Background: an optimization exercise with open tools, aiming at small area, a short achievable clock period and few clock cycles. Do not read the settings as production practice.
In this exercise RTL edits were held to simulation tests only and were not proved equivalent to the original.
Power is estimated from default activity; no workload was simulated.

Setup of yarrow:
// pif_core
module pif_core (
    input  wire         clk,
    input  wire         rst,
    input  wire         host_we,
    input  wire [5:0]   host_addr,
    input  wire [7:0]   host_wdata,
    output wire [7:0]   host_rdata,
    input  wire         start,
    output wire         ready,
    output wire         fault,
    input  wire [127:0] pad,
    output wire         save_en,
    output wire         save_we,
    output wire [7:0]   save_slice,
    output wire [63:0]  save_wdata,
    input  wire [63:0]  save_rdata
);
For scale: roughly 3800 cells after synthesis, roughly 660 flip-flops, ~0.040 mm^2 of cells after synthesis.
==> flow/config.mk <==
export PLATFORM = sky130hd
export DESIGN_NAME = pif_core
export DESIGN_NICKNAME = pif_core
export VERILOG_FILES = /design/flow/design.v
export SDC_FILE = /design/flow/constraint.sdc
export NUM_CORES = 4
export LEC_CHECK = 0
export ABC_CLOCK_PERIOD_IN_PS = 6000
export CAP_MARGIN = 20
export CORE_MARGIN = 2
export CORE_UTILIZATION = 50
export CTS_BUF_LIST = sky130_fd_sc_hd__clkbuf_8
export CTS_CLUSTER_SIZE = 20
export SETUP_SLACK_MARGIN = 3.2
export SLEW_MARGIN = 20
export TNS_END_PERCENT = 20
==> flow/constraint.sdc <==
create_clock -name core_clock -period 10.0 [get_ports {clk}]
set_input_delay 2.0000 -clock core_clock [delete_from_list [all_inputs] [get_ports {clk}]]
set_output_delay 2.0000 -clock core_clock [all_outputs]
set_load 0.01 [all_outputs]
run.sh (not shown) runs the stock make flow with config.mk's settings and CLKGATE_MAP_FILE= SYNTH_SCRIPT=/design/flow/synth_recipe.tcl, a recipe that flattens the netlist after the stock synthesis.
The final layout from yarrow, which completed every stage, passed the timing, DRC and antenna checks at the end of the flow.
Testbench counts of yarrow, summed over its fixed seeds: cycles 77,003.
Modified inputs, cedar compared to yarrow
- CORE_UTILIZATION: 50 -> 45
Notes after the runs:
- Between yarrow and cedar, the flow reports final instance area decreasing slightly.
- Between cedar and yarrow, the difference in power attributed to combinational cells is negligible.
- Of cedar and yarrow, the higher fraction of met1 tracks used by global routing belongs to yarrow.
- Between cedar and yarrow, wire length of the first global-routing pass is lower for cedar, yarrow comes in above that.
- Going from yarrow to cedar, setup slack went up by 37 ps, biggest fanout along the worst timing path saw a decrease, initial core utilization fell 4.8 points.
Edits applied to the flow inputs when going from cedar to xenon:
- a change of SETUP_SLACK_MARGIN from 3.2 to 3.0
Results
- Result: PASS for each of cedar and xenon
- xenon -> cedar: part of the Yosys area used for sequential elements delta 0, exact match
- Between xenon and cedar, it is xenon whose layout-stage area growth over the synthesis result is lower, by 1.2 points.
- Critical path depth in xenon is 8 below cedar.
- The final reports for xenon and cedar show relative slew slack higher in the former.
- Comparing cedar against xenon, there is no change at all in synthesized cell count.
- Global-route met1 utilization in xenon is 1.7 points higher than in cedar
- Area taken by multi-input logic gates: xenon vs cedar down 160 um^2
- In xenon the proportion of power drawn by combinational gates turned out 0.4 points lower than in cedar.
- xenon ended with less worst setup slack after layout than cedar.
- Sort cedar and xenon by overall track demand over capacity in global routing desc -> top: cedar
Changes in fjord relative to xenon:
- a change of SETUP_SLACK_MARGIN from 3.0 to 3.2
- a change of CORE_UTILIZATION from 45 to 55
[summary]
Delta (fjord minus xenon): die area moved down, slew of the pin with the lowest slew margin decreased by 25 ps relative to the old numbers, power drawn by the combinational cells climbed about 5%. In fjord the ratio of cells with drive above 1 in the final layout turned out 1.9 points higher than in xenon. Relative to xenon, headroom to the max-slew limit has decreased by 0.34 points in fjord. Number of nets in the layout: fjord > xenon.
## Diff of input files: amber against fjord
- swapping 20 for 10 in TNS_END_PERCENT
- swapping 3.2 for 3.4 in SETUP_SLACK_MARGIN
- swapping 55 for 45 in CORE_UTILIZATION
## What came out
Taking fjord as the reference point, the utilization after layout of amber falls by 11 points.
Diff fjord -> amber: cell-internal power fell by about 1.3%, share of power burned in combinational logic down 2.0 points, maximum frequency from static timing analysis now larger.

* * *

## the previous run
Another version of the RTL of pif_core (not shown whole).
For scale: ~3900 cells after synthesis, ~660 flip-flops, ~290 I/O pins, roughly 0.041 mm² of cells after synthesis.
// pif_core
module pif_core (
    input  wire         clk,
    input  wire         rst,
    input  wire         host_we,
    input  wire [5:0]   host_addr,
    input  wire [7:0]   host_wdata,
    output wire [7:0]   host_rdata,
    input  wire         start,
    output wire         ready,
    output wire         fault,
    input  wire [127:0] pad,
    output wire         save_en,
    output wire         save_we,
    output wire [7:0]   save_slice,
    output wire [63:0]  save_wdata,
    input  wire [63:0]  save_rdata
);
    localparam [15:0] PAK_LOCK_ADDR    = 16'h0400;
    localparam [15:0] PAK_USABLE_BOUND = 16'h7FE0;
    localparam [3:0] S_IDLE   = 4'd0,
                     S_FETCH  = 4'd1,    
                     S_FETCH2 = 4'd2,    
                     S_DEC    = 4'd3,    
                     S_CRC    = 4'd4,    
                     S_CORR   = 4'd5,    
                     S_CWR    = 4'd6,    
                     S_SRD    = 4'd7,    
                     S_SWG1   = 4'd8,    
                     S_SWG2   = 4'd9,    
                     S_SWR    = 4'd10,   
                     S_FAULT  = 4'd11,
                     S_SRDREQ = 4'd12;   
    reg [511:0] mem;         
    reg [3:0]  st;
    reg [6:0]  p;            
    reg [2:0]  chan;         
    reg [63:0] f;            
    reg        f2;           
    reg [7:0]  slice;
    reg [6:0]  wlo, wend;    
    reg        zpend;        
    reg [7:0]  crc;
    reg [2:0]  crow, cend;   
    reg [2:0]  cms, cml;     
    reg        cfirst;
    reg [2:0]  ccnt;         
    reg        ovf_r;        
    reg [5:0]  sl_r;
    reg [6:0]  q;            
    reg [6:0]  e;            
    wire [2:0] pl  = p[2:0];
    wire [3:0] pl4 = {1'b0, pl};
    wire have1 = f2 || (pl4 + 4'd1 <= 4'd7);
    wire have2 = f2 || (pl4 + 4'd2 <= 4'd7);
    wire have3 = f2 || (pl4 + 4'd3 <= 4'd7);
    wire have4 = f2 || (pl4 + 4'd4 <= 4'd7);
    wire [7:0] h   = f[7:0];
    wire [7:0] rlb = f[15:8];
  ...
==> flow/config.mk <==
export PLATFORM = sky130hd
export DESIGN_NAME = pif_core
export DESIGN_NICKNAME = pif_core
export VERILOG_FILES = /design/flow/design.v
export SDC_FILE = /design/flow/constraint.sdc
export NUM_CORES = 4
export LEC_CHECK = 0
export ABC_CLOCK_PERIOD_IN_PS = 6000
export CAP_MARGIN = 20
export CORE_MARGIN = 2
export CORE_UTILIZATION = 60
export SETUP_SLACK_MARGIN = 3.6
export SLEW_MARGIN = 20
==> flow/constraint.sdc <==
create_clock -name core_clock -period 10.0 [get_ports {clk}]
set_input_delay 2.0000 -clock core_clock [delete_from_list [all_inputs] [get_ports {clk}]]
set_output_delay 2.0000 -clock core_clock [all_outputs]
set_load 0.01 [all_outputs]
Status(the previous run) = ERROR, stage = 5_1_grt
Testbench counts of the previous run, summed over its fixed seeds: cycles 77,234.
For the current run, these inputs were changed with respect to the previous run:
--- a/flow/config.mk
+++ b/flow/config.mk
@@ -11 +11 @@
-export CORE_UTILIZATION = 60
+export CORE_UTILIZATION = 45
Results
Against the previous run, the current run comes in 1.3% higher on post-placement cell area.
Mux cell area share after synthesis: the previous run vs the current run identical
The current run -> the previous run: area after synthesis delta 0, exact match
The current run: worst setup slack after placement 0.083 ns below the previous run
Count of flip-flops with a built-in enable after synthesis: the previous run vs the current run — no meaningful difference
Compared with the previous run, the current run shows a global placer's final weighted congestion that is about 7% lower.
The current run: PASS, flow complete, no timing, DRC or antenna violations
Die boundary height (the current run vs. the previous run) increases by more than 10%
In the current run relative to the previous run, number of cell rows had gone up by more than 10%.
For die outline width, dividing the value from the current run by the value from the previous run gives 1.15.
The number of cells after detailed placement number comes out higher for the current run vs the previous run.

what the ideal ports hide:
The flow's constraints put no driver on any port. The routed layouts listed below were extracted and timed again, unchanged, in two steps. Step 1 (the two cells are an assumption about what drives the block):
set clk [get_ports {clk}]
set_driving_cell -lib_cell sky130_fd_sc_hd__clkbuf_16 $clk
set_driving_cell -lib_cell sky130_fd_sc_hd__buf_2 [delete_from_list [all_inputs] $clk]
Step 2 times the ports against the registers' clock, not the clock port: input delays grow and output delays shrink by t, the midpoint of the rising clock arrivals with the driver on. Slacks: ideal ports / drivers / drivers and shift; pairs: ideal ports / drivers.
| run | shift t [ns] | setup slack, ns | worst slew at a driven data input, ns |
|---|---|---|---|
| yarrow | 0.818 | 3.077 / 3.039 / 2.445 | 0.07 |
| cedar | 0.858 | 3.114 / 3.070 / 2.261 | 0.14 |
| xenon | 0.851 | 2.823 / 2.738 / 2.029 | 0.09 |
| fjord | 0.855 | 2.977 / 2.849 / 2.064 | 0.19 |
| amber | 0.849 | 3.055 / 2.950 / 2.434 | 0.17 |
| the current run | 0.740 | 3.300 / 3.226 / 2.802 | 0.11 |
After both steps every run listed still meets setup and hold. The setup slack of fjord, which loses most, moves by -0.128 ns with the drivers and by -0.913 ns with both steps.
